This is an optimization exercise on Yosys and OpenROAD, whose aim is small area, not a production implementation.
The RTL was checked by simulation tests, not by an equivalence proof against the original design.
The clock port is modelled as an ideal driver, which makes a skipped or thinned clock tree look cheaper than it is; a real chip needs a root buffer or a tree.
No activity file was given, so power comes from the tool's default toggle rates.

==> run a: inputs <==
## debounce_ctl
module debounce_ctl (
    input  wire        clk,
    input  wire        rst,
    input  wire        in_valid,
    output wire        in_ready,
    input  wire [7:0]  op,
    input  wire [31:0] period,
    input  wire [9:0]  sample,
    input  wire [31:0] num,
    input  wire [31:0] den,
    input  wire        pin_init,
    output reg         resp_valid,
    output reg         resp_ok,
    output reg         ev_reset,
    output reg         ev_reset_warm,
    output reg         ev_persist,
    output wire [7:0]  persist_val,
    output reg         ev_pulse,
    output reg         ev_diag_liveness,
    output reg         ev_diag_count,
    output wire [8:0]  diag_n,
    output reg         ev_diag_lockdown,
    output reg         ev_act,
    output reg         ev_ind,
    output reg         ev_rearm,
    output reg         act,
    output reg         ind,
    output reg         locked,
    output reg         pwm_valid,
    output wire [31:0] pwm_on,
    output wire [31:0] pwm_off
);
==> flow/config.mk <==
export PLATFORM = sky130hd
export DESIGN_NAME = debounce_ctl
export DESIGN_NICKNAME = debounce_ctl
export VERILOG_FILES = /design/flow/design.v
export SDC_FILE = /design/flow/constraint.sdc
export NUM_CORES = 4
export LEC_CHECK = 0
export CAP_MARGIN = 0
export CORE_MARGIN = 2
export CORE_UTILIZATION = 40
export SLEW_MARGIN = 0
==> flow/constraint.sdc <==
create_clock -name core_clock -period 10.0 [get_ports {clk}]
set_input_delay 2.0000 -clock core_clock [delete_from_list [all_inputs] [get_ports {clk}]]
set_output_delay 2.0000 -clock core_clock [all_outputs]
set_load 0.01 [all_outputs]
standard.sh (not shown) runs the stock make flow with config.mk's settings and CLKGATE_MAP_FILE= SYNTH_SCRIPT=/design/flow/synth_recipe.tcl, a recipe that flattens the netlist after the stock synthesis.
==> flow/flow/run.sh <==
#!/bin/bash
# Standard ORFS layout (the standard.sh), with two changes to what the
# layout adds around the design:
#  - port buffers are the smallest buffer (buf_1) instead of the default pick;
#  - the clock tree is built from small clock buffers, without dummy loads.
# Tool output: standard_sh.log here, and ORFS's own logs under orfs/logs.
set -euo pipefail
export BUFFER_PORTS_ARGS="-buffer_cell sky130_fd_sc_hd__buf_1"
export CTS_ARGS="-sink_clustering_enable -repair_clock_nets -dont_use_dummy_load -buf_list {sky130_fd_sc_hd__clkbuf_2 sky130_fd_sc_hd__clkbuf_4 sky130_fd_sc_hd__clkbuf_8}"
bash standard.sh > standard_sh.log 2>&1
==> run b: changes against run a <==
--- a/flow/design.v
+++ b/flow/design.v
@@ -45,24 +45,24 @@
     reg [1:0]  deb_count;
     reg [2:0]  tc;              
     reg        wdt_pend;
     reg        liv_armed, liv_pend;
     reg        liv_count;
     reg        pwm_enabled;
     reg [1:0]  fg;
     reg [4:0]  fs;
-    reg        store_valid;
-    reg [2:0]  store_val;       
+    localparam [1:0] ST_EQ = 2'd0, ST_M1 = 2'd1, ST_INV = 2'd2;
+    reg [1:0]  st_rel;
     reg [31:0] P_r, L_r, R_r;
     reg [7:0]  ph;              
     reg        busy, arm;
     reg [6:0]  rot;
-    reg        cy, l_sb, r_sb, pc, pb, rs, dz;
-    assign persist_val = {5'd0, store_val};
+    reg        cy, l_sb, x_sb, pb, rs, dz;
+    assign persist_val = {5'd0, tc};      
     assign diag_n      = {6'd0, tc};
     assign pwm_on      = L_r;
     assign pwm_off     = R_r;
     wire [3:0] Lh = L_r[3:0];
     wire [3:0] Rh = R_r[3:0];
     wire [3:0] Ph = P_r[3:0];
     wire       c0 = ph[0];
     wire       c7 = ph[7];
@@ -96,17 +96,17 @@
     reg  [3:0] ax, ay;
     reg        acin;
     always @* begin
         if (m_mul) begin
             ax   = first ? 4'd0 : {Lh[2:0], (c0 && !m_half) ? 1'b0 : l_sb};
             ay   = (!m_half && pb) ? a_dig : 4'd0;
             acin = (c0 && !m_half) ? 1'b0 : cy;
         end else if (m_div) begin
-            ax   = {Rh[2:0], c0 ? l_sb : r_sb};
+            ax   = {Rh[2:0], c0 ? l_sb : x_sb};
             ay   = d_dig ^ {4{sub}};
             acin = c0 ? sub : cy;
         end else if (m_rnd) begin
             ax   = Lh;
             ay   = 4'd0;
             acin = c0 ? !rs : cy;
         end else if (m_off) begin
             ax   = Ph;
@@ -129,22 +129,21 @@
     wire arm_now  = arm || (c0 && in_valid);
     assign in_ready = c7 && (busy ? m_off : (arm_now && !split));
     wire take = in_valid && in_ready;
     wire ld_per = !busy && arm_now && in_valid && fg_free && op == 8'h20;
     wire ld_rst = !busy && arm_now && in_valid && (op == 8'h00 || op == 8'h01);
     always @(posedge clk) begin
         cy   <= sum[4];
         l_sb <= Lh[3];
-        r_sb <= Rh[3];
-        pc   <= Ph[3];
+        x_sb <= m_div ? Rh[3] : Ph[3];      
         if (c7) pb <= Ph[3];
         dz   <= den_nz;
         if (m_mul && !m_half)
-            P_r <= {Ph[2:0], pc, P_r[31:4]};
+            P_r <= {Ph[2:0], x_sb, P_r[31:4]};
         else if (ld_per)
             P_r <= {per_dig, P_r[31:4]};
         else if (ld_rst)
             P_r <= {k1000, P_r[31:4]};
         else
             P_r <= {Ph, P_r[31:4]};
         if (m_mul)
             L_r <= {Rh, L_r[31:4]};
@@ -232,17 +231,17 @@
     wire       n_edge_en     = rm || (edge_en && !(sE0 || sW4)) || sD1;
     wire       n_edge_pend   = !rm && ((edge_pend && !a_svcE) || (a_edge && (edge_en || op[3])));
     wire       n_deb_pend    = !rm && ((deb_pend && !a_svcD) || a_dtick);
     wire       n_liv_pend    = !rm && ((liv_pend && !a_svcL) || a_ltick);
     wire       n_wdt_pend    = !rm && ((wdt_pend && !a_svcW) || a_wtick);
     wire       n_deb_armed   = !rm && ((deb_armed && !(sD2 || sW5)) || sE1);
     wire [1:0] n_deb_count   = (rm || sE1 || sW5 || (sD0 && deb2)) ? 2'd0 :
                                sD0 ? deb_count + 2'd1 : deb_count;
-    wire [2:0] n_tc          = rm ? ((op[0] && store_valid) ? store_val : 3'd0) :
+    wire [2:0] n_tc          = rm ? ((op[0] && st_rel != ST_INV) ? tc - {2'd0, st_rel[0]} : 3'd0) :
                                (sW0 && !locked) ? tc + 3'd1 : tc;
     wire       n_locked      = !rm && (locked || (sW2 && tc5));
     wire       n_liv_armed   = !rm && (liv_armed || sW7);
     wire       n_liv_count   = !rm && !sW7 && (liv_count ^ sL0);
     wire       n_ind         = !rm && (ind ^ (sL0 && liv_count));
     wire       n_act         = !rm && !a_dis && !sW6 && !a_onel && (act || a_act);
     wire       n_pwm_enabled = rm || (pwm_enabled && !a_dis && !sW6) || a_en || (a_tgl && !pwm_enabled);
     wire       n_pwm_valid   = !rm && !a_cfg && (pwm_valid || (a_run && busy));
@@ -268,55 +267,56 @@
             F_W4: n_fs = F_W5;
             F_W5: n_fs = F_W6;
             F_W6: n_fs = F_W7;
             F_W7: n_fs = F_W8;
             default: n_fs = F_NONE;
             endcase
         end else         n_fs = fs;
     end
-    wire       n_store_valid = cold || (store_valid && !a_wipe) || store_w;
-    wire [2:0] n_store_val   = cold ? 3'd0 : store_w ? tc : store_val;
+    wire [1:0] n_st_rel      = (cold || store_w || (rm && st_rel != ST_INV)) ? ST_EQ :
+                               a_wipe ? ST_INV :
+                               (sW0 && !locked && st_rel == ST_EQ) ? ST_M1 : st_rel;
     always @(posedge clk) begin
         resp_ok          <= m_ok;
         ev_reset         <= m_reset;
         ev_reset_warm    <= op[0];
         ev_persist       <= m_persist;
         ev_pulse         <= m_pulse;
         ev_diag_liveness <= m_pulse;
         ev_diag_count    <= m_diag_count;
         ev_diag_lockdown <= m_diag_lockdown;
         ev_act           <= m_act;
         ev_ind           <= m_ind;
         ev_rearm         <= m_rearm;
+        pin_level   <= (take && rm) ? pin_init : (pin_level ^ (take && a_edge));
+        edge_en     <= (edge_en && !(take && (sE0 || sW4))) || (take && (rm || sD1));
+        edge_pend   <= (edge_pend && !(take && (rm || a_svcE))) || (take && a_edge && (edge_en || op[3]));
+        deb_pend    <= (deb_pend && !(take && (rm || a_svcD))) || (take && a_dtick);
+        liv_pend    <= (liv_pend && !(take && (rm || a_svcL))) || (take && a_ltick);
+        wdt_pend    <= (wdt_pend && !(take && (rm || a_svcW))) || (take && a_wtick);
+        deb_armed   <= (deb_armed && !(take && (rm || sD2 || sW5))) || (take && sE1);
+        locked      <= (locked && !(take && rm)) || (take && sW2 && tc5);
+        liv_armed   <= (liv_armed && !(take && rm)) || (take && sW7);
+        liv_count   <= (liv_count && !(take && (rm || sW7))) ^ (take && sL0);
+        ind         <= (ind && !(take && rm)) ^ (take && sL0 && liv_count);
+        act         <= (act && !(take && (rm || a_dis || sW6 || a_onel))) || (take && a_act);
+        pwm_enabled <= (pwm_enabled && !(take && (a_dis || sW6))) ||
+                       (take && (rm || a_en || (a_tgl && !pwm_enabled)));
+        pwm_valid   <= (pwm_valid && !(take && (rm || a_cfg))) || (take && a_run && busy);
         if (take) begin
-            pin_level   <= n_pin_level;
-            edge_en     <= n_edge_en;
-            edge_pend   <= n_edge_pend;
-            deb_armed   <= n_deb_armed;
-            deb_pend    <= n_deb_pend;
             deb_count   <= n_deb_count;
             tc          <= n_tc;
-            locked      <= n_locked;
-            wdt_pend    <= n_wdt_pend;
-            liv_armed   <= n_liv_armed;
-            liv_pend    <= n_liv_pend;
-            liv_count   <= n_liv_count;
-            ind         <= n_ind;
-            act         <= n_act;
-            pwm_enabled <= n_pwm_enabled;
-            pwm_valid   <= n_pwm_valid;
             fg          <= n_fg;
             fs          <= n_fs;
-            store_valid <= n_store_valid;
-            store_val   <= n_store_val;
+            st_rel      <= n_st_rel;
         end
         if (rst) begin
             fs          <= F_UNB;
-            store_valid <= 1'b0;
+            st_rel      <= ST_INV;
             act         <= 1'b0;
             ind         <= 1'b0;
             locked      <= 1'b0;
             pwm_valid   <= 1'b0;
             resp_valid  <= 1'b0;
         end else begin
             resp_valid  <= take;
         end
==> flow/flow/run.sh (replaced) <==
#!/bin/bash
# Standard ORFS layout (the standard.sh), with three changes to what the
# layout adds around the design:
#  - port buffers are the smallest buffer (buf_1) instead of the default pick;
#  - the clock tree is built from small clock buffers, without dummy loads;
#  - the constant outputs share one tie cell (flow/onetie.tcl, run after
#    the floorplan step's repair_tie_fanout).
# Tool output: standard_sh.log here, and ORFS's own logs under orfs/logs.
set -euo pipefail
export BUFFER_PORTS_ARGS="-buffer_cell sky130_fd_sc_hd__buf_1"
export CTS_ARGS="-sink_clustering_enable -repair_clock_nets -dont_use_dummy_load -buf_list {sky130_fd_sc_hd__clkbuf_2 sky130_fd_sc_hd__clkbuf_4 sky130_fd_sc_hd__clkbuf_8}"
export POST_FLOORPLAN_TCL="$PWD/flow/onetie.tcl"
bash standard.sh > standard_sh.log 2>&1
==> flow/flow/onetie.tcl (new file) <==
# Constant outputs: after repair_tie_fanout has given each constant load its
# own tie cell, drive all loads of each constant (low, high) from one tie cell.
proc my_merge_ties {} {
  set block [ord::get_db_block]
  foreach pin {LO HI} {
    set keep_net ""
    foreach inst [$block getInsts] {
      if {[[$inst getMaster] getName] ne "sky130_fd_sc_hd__conb_1"} { continue }
      set net [[$inst findITerm $pin] getNet]
      if {$net eq "NULL"} { continue }
      set other [[$inst findITerm [expr {$pin eq "LO" ? "HI" : "LO"}]] getNet]
      if {$other ne "NULL"} { continue }
      if {$keep_net eq ""} { set keep_net $net; continue }
      foreach it [$net getITerms] {
        if {[$it getInst] eq $inst} { continue }
        $it disconnect
        $it connect $keep_net
      }
      foreach bt [$net getBTerms] {
        $bt disconnect
        $bt connect $keep_net
      }
      [$inst findITerm $pin] disconnect
      odb::dbInst_destroy $inst
      odb::dbNet_destroy $net
    }
  }
  set n 0
  foreach inst [$block getInsts] { if {[[$inst getMaster] getName] eq "sky130_fd_sc_hd__conb_1"} { incr n } }
  puts "tie cells after merging: $n"
}
my_merge_ties
==> summary of the runs <==
In run a the clock skew is higher than in run b, by 0.0013 ns.
Against run a, the combinational power of run b is smaller by about 10%.
In run a the sequential share of layout area is higher than in run b, by 1.0 points.
Worst setup slack: run a is worse than run b (0.22 ns).
In run b the register-to-register slack is better than in run a, by 0.10 ns.
Global-route usage: run a is lower than run b (0.70 points).
Final cell count is about the same in run a and run b.
Run b passed the timing, DRC and antenna checks. Run a ran to the end with no violations.
Synthesized cell count: run b is larger than run a (about 1.7%).
Against run a, the core utilization of run b is lower by 0.68 points.

========
==> run K <==
debounce_ctl with an RTL version that a note above also has.
==> flow/design.v (excerpt) <==
module debounce_ctl (
    input  wire        clk,
    input  wire        rst,
    input  wire        in_valid,
    output wire        in_ready,
    input  wire [7:0]  op,
    input  wire [31:0] period,
    input  wire [9:0]  sample,
    input  wire [31:0] num,
    input  wire [31:0] den,
    input  wire        pin_init,
    output reg         resp_valid,
    output reg         resp_ok,
    output reg         ev_reset,
    output reg         ev_reset_warm,
    output reg         ev_persist,
    output wire [7:0]  persist_val,
    output reg         ev_pulse,
    output reg         ev_diag_liveness,
    output reg         ev_diag_count,
    output wire [8:0]  diag_n,
    output reg         ev_diag_lockdown,
    output reg         ev_act,
    output reg         ev_ind,
    output reg         ev_rearm,
    output reg         act,
    output reg         ind,
    output reg         locked,
    output reg         pwm_valid,
    output wire [31:0] pwm_on,
    output wire [31:0] pwm_off
);
export LEC_CHECK = 0
export CAP_MARGIN = 0
export CORE_MARGIN = 2
export CORE_UTILIZATION = 65
export SLEW_MARGIN = 0
create_clock -name core_clock -period 10.0 [get_ports {clk}]
==> flow/flow/run.sh <==
#!/bin/bash
# Standard ORFS layout (the standard.sh), with three changes to what the
# layout adds around the design:
#  - port buffers are the smallest buffer (buf_1) instead of the default pick;
#  - the clock tree is one clkbuf_8 root driving one clkbuf_8 per cluster of
#    about a dozen flip-flops (k-means on their placement; flow/clocktree.tcl,
#    run as the CTS step's PRE hook) instead of TritonCTS's 17-buffer H-tree;
#    the CTS step's legalisation and timing repair run unchanged;
#  - the constant outputs share one tie cell (flow/onetie.tcl, run after
#    the floorplan step's repair_tie_fanout).
# Tool output: standard_sh.log here, and ORFS's own logs under orfs/logs.
set -euo pipefail
export BUFFER_PORTS_ARGS="-buffer_cell sky130_fd_sc_hd__buf_1"
export PRE_CTS_TCL="$PWD/flow/clocktree.tcl"
export FLOW_CLK_PORT=clk
export CLK_CLUSTERS=12
export CLK_LEAF_BUF=sky130_fd_sc_hd__clkbuf_8
export CLK_ROOT_BUF=sky130_fd_sc_hd__clkbuf_8
export POST_FLOORPLAN_TCL="$PWD/flow/onetie.tcl"
bash standard.sh > standard_sh.log 2>&1
==> flow/flow/clocktree.tcl <==
# Clock tree for a small design: the clock port drives one root buffer, which
# drives one leaf buffer per cluster of flip-flops (k-means on their
# placement). Replaces TritonCTS's H-tree, which for ~150 sinks builds 17
# buffers; the rest of the CTS step (placement legalisation, timing repair)
# runs unchanged.
proc my_manual_clock_tree {} {
  set nclus [expr {[info exists ::env(CLK_CLUSTERS)] ? $::env(CLK_CLUSTERS) : 5}]
  set leafm [expr {[info exists ::env(CLK_LEAF_BUF)] ? $::env(CLK_LEAF_BUF) : "sky130_fd_sc_hd__clkbuf_4"}]
  set rootm [expr {[info exists ::env(CLK_ROOT_BUF)] ? $::env(CLK_ROOT_BUF) : "sky130_fd_sc_hd__clkbuf_8"}]
  set db [ord::get_db]
  set block [ord::get_db_block]
  set clknet [[$block findBTerm $::env(FLOW_CLK_PORT)] getNet]
  set sinks {}
  foreach it [$clknet getITerms] {
    set inst [$it getInst]
    lassign [$inst getLocation] x y
    set m [$inst getMaster]
    lappend sinks [list $it [expr {$x + [$m getWidth] / 2}] [expr {$y + [$m getHeight] / 2}]]
  }
  set n [llength $sinks]
  puts "manual clock tree: $n sinks, $nclus clusters"
  # k-means, seeded with sinks spread along the sorted x order
  set sorted [lsort -integer -index 1 $sinks]
  set cents {}
  for {set k 0} {$k < $nclus} {incr k} {
    set s [lindex $sorted [expr {int(($k + 0.5) * $n / $nclus)}]]
    lappend cents [list [lindex $s 1] [lindex $s 2]]
  }
  for {set iter 0} {$iter < 50} {incr iter} {
    set assign {}
    set sx [lrepeat $nclus 0.0]; set sy [lrepeat $nclus 0.0]; set sc [lrepeat $nclus 0]
    foreach s $sinks {
      set best 0; set bd 1e30
      for {set k 0} {$k < $nclus} {incr k} {
        lassign [lindex $cents $k] cx cy
        set d [expr {abs([lindex $s 1] - $cx) + abs([lindex $s 2] - $cy)}]
        if {$d < $bd} { set bd $d; set best $k }
      }
      lappend assign $best
      lset sx $best [expr {[lindex $sx $best] + [lindex $s 1]}]
      lset sy $best [expr {[lindex $sy $best] + [lindex $s 2]}]
      lset sc $best [expr {[lindex $sc $best] + 1}]
    }
    set newc {}
    for {set k 0} {$k < $nclus} {incr k} {
      if {[lindex $sc $k] > 0} {
        lappend newc [list [expr {[lindex $sx $k] / [lindex $sc $k]}] [expr {[lindex $sy $k] / [lindex $sc $k]}]]
      } else {
        lappend newc [lindex $cents $k]
      }
    }
    set cents $newc
  }
  set rootmaster [$db findMaster $rootm]
  set leafmaster [$db findMaster $leafm]
  set rinst [odb::dbInst_create $block $rootmaster "clkroot_buf"]
  set rnet [odb::dbNet_create $block "clkroot_net"]
  $rnet setSigType CLOCK
  [$rinst findITerm A] connect $clknet
  [$rinst findITerm X] connect $rnet
  set ax 0.0; set ay 0.0
  foreach c $cents { set ax [expr {$ax + [lindex $c 0]}]; set ay [expr {$ay + [lindex $c 1]}] }
  $rinst setLocation [expr {int($ax / $nclus)}] [expr {int($ay / $nclus)}]
  $rinst setPlacementStatus PLACED
  for {set k 0} {$k < $nclus} {incr k} {
    set linst [odb::dbInst_create $block $leafmaster "clkleaf_buf_$k"]
    set lnet [odb::dbNet_create $block "clkleaf_net_$k"]
    $lnet setSigType CLOCK
    [$linst findITerm A] connect $rnet
    [$linst findITerm X] connect $lnet
    lassign [lindex $cents $k] cx cy
    $linst setLocation [expr {int($cx)}] [expr {int($cy)}]
    $linst setPlacementStatus PLACED
    set cnt 0
    foreach s $sinks a $assign {
      if {$a == $k} {
        set it [lindex $s 0]
        $it disconnect
        $it connect $lnet
        incr cnt
      }
    }
    puts "  cluster $k: $cnt sinks at ([expr {int($cx)}], [expr {int($cy)}])"
  }
  set_propagated_clock [all_clocks]
}
my_manual_clock_tree
rename clock_tree_synthesis my_unused_clock_tree_synthesis
proc clock_tree_synthesis {args} { puts "clock tree built by the PRE_CTS hook" }
==> flow/flow/onetie.tcl <==
# Constant outputs: after repair_tie_fanout has given each constant load its
# own tie cell, drive all loads of each constant (low, high) from one tie cell.
proc my_merge_ties {} {
  set block [ord::get_db_block]
  foreach pin {LO HI} {
    set keep_net ""
    foreach inst [$block getInsts] {
      if {[[$inst getMaster] getName] ne "sky130_fd_sc_hd__conb_1"} { continue }
      set net [[$inst findITerm $pin] getNet]
      if {$net eq "NULL"} { continue }
      set other [[$inst findITerm [expr {$pin eq "LO" ? "HI" : "LO"}]] getNet]
      if {$other ne "NULL"} { continue }
      if {$keep_net eq ""} { set keep_net $net; continue }
      foreach it [$net getITerms] {
        if {[$it getInst] eq $inst} { continue }
        $it disconnect
        $it connect $keep_net
      }
      foreach bt [$net getBTerms] {
        $bt disconnect
        $bt connect $keep_net
      }
      [$inst findITerm $pin] disconnect
      odb::dbInst_destroy $inst
      odb::dbNet_destroy $net
    }
  }
  set n 0
  foreach inst [$block getInsts] { if {[[$inst getMaster] getName] eq "sky130_fd_sc_hd__conb_1"} { incr n } }
  puts "tie cells after merging: $n"
}
my_merge_ties
==> run B: changes against run K <==
==> flow/flow/run.sh (replaced) <==
#!/bin/bash
# Standard ORFS layout (the standard.sh), with two changes to what the
# layout adds around the design:
#  - port buffers are the smallest buffer (buf_1) instead of the default pick;
#  - the clock tree is built from small clock buffers, without dummy loads.
# Tool output: standard_sh.log here, and ORFS's own logs under orfs/logs.
set -euo pipefail
export BUFFER_PORTS_ARGS="-buffer_cell sky130_fd_sc_hd__buf_1"
export CTS_ARGS="-sink_clustering_enable -repair_clock_nets -dont_use_dummy_load -buf_list {sky130_fd_sc_hd__clkbuf_2 sky130_fd_sc_hd__clkbuf_4 sky130_fd_sc_hd__clkbuf_8}"
bash standard.sh > standard_sh.log 2>&1
CORE_UTILIZATION = 40   (was 65)
removed: flow/flow/clocktree.tcl
removed: flow/flow/onetie.tcl
==> results.txt <==
Of run K and run B, run B has the higher fmax (gap 3.2%, measured against run B).
Synthesized area is the same in run K and run B.
In run B the core utilization is lower than in run K, by 29 points.
Worst setup slack: run K is lower than run B (0.23 ns).
In sequential power, run K and run B hardly differ.
Between run K and run B, the lower via count is in run B (gap 4.1%, measured against run B).
Critical path depth: run B is higher than run K (3).
Design area: run K is lower than run B (2.8%).
In run K the design's own scripts or RTL, not TritonCTS, make the clock network.

==> afterwards: timing with drivers on the ports <==
The flow's constraints put no driver on any port. The routed layouts listed below were extracted and timed again, unchanged, in two steps. Step 1 assumes that a clkbuf_16 drives the clock port and a buf_2 every other input. Step 2 moves the port delays by t, midway between the first and last clock arrival at a register: inputs arrive t later, outputs are due t later. That takes back most of the time a late clock gives input paths. a / b / c = ideal ports / drivers / drivers and shift; a / b = the first two.
run	t, ns	slack for setup (ns)	hold slack, ns
run a of note 1	0.470	2.875 / 2.851 / 2.851	0.319 / 0.319 / 0.319
run b of note 1	0.472	3.098 / 3.078 / 3.078	0.311 / 0.311 / 0.311
run K of note 2	0.466	2.856 / 2.825 / 2.825	0.291 / 0.291 / 0.291
run B of note 2	0.484	3.085 / 3.065 / 3.065	0.320 / 0.320 / 0.320
After both steps every run listed still meets setup and hold. For run K of note 2, which loses most, drivers alone change the setup slack by -0.031 ns; drivers and shift together by -0.031 ns.
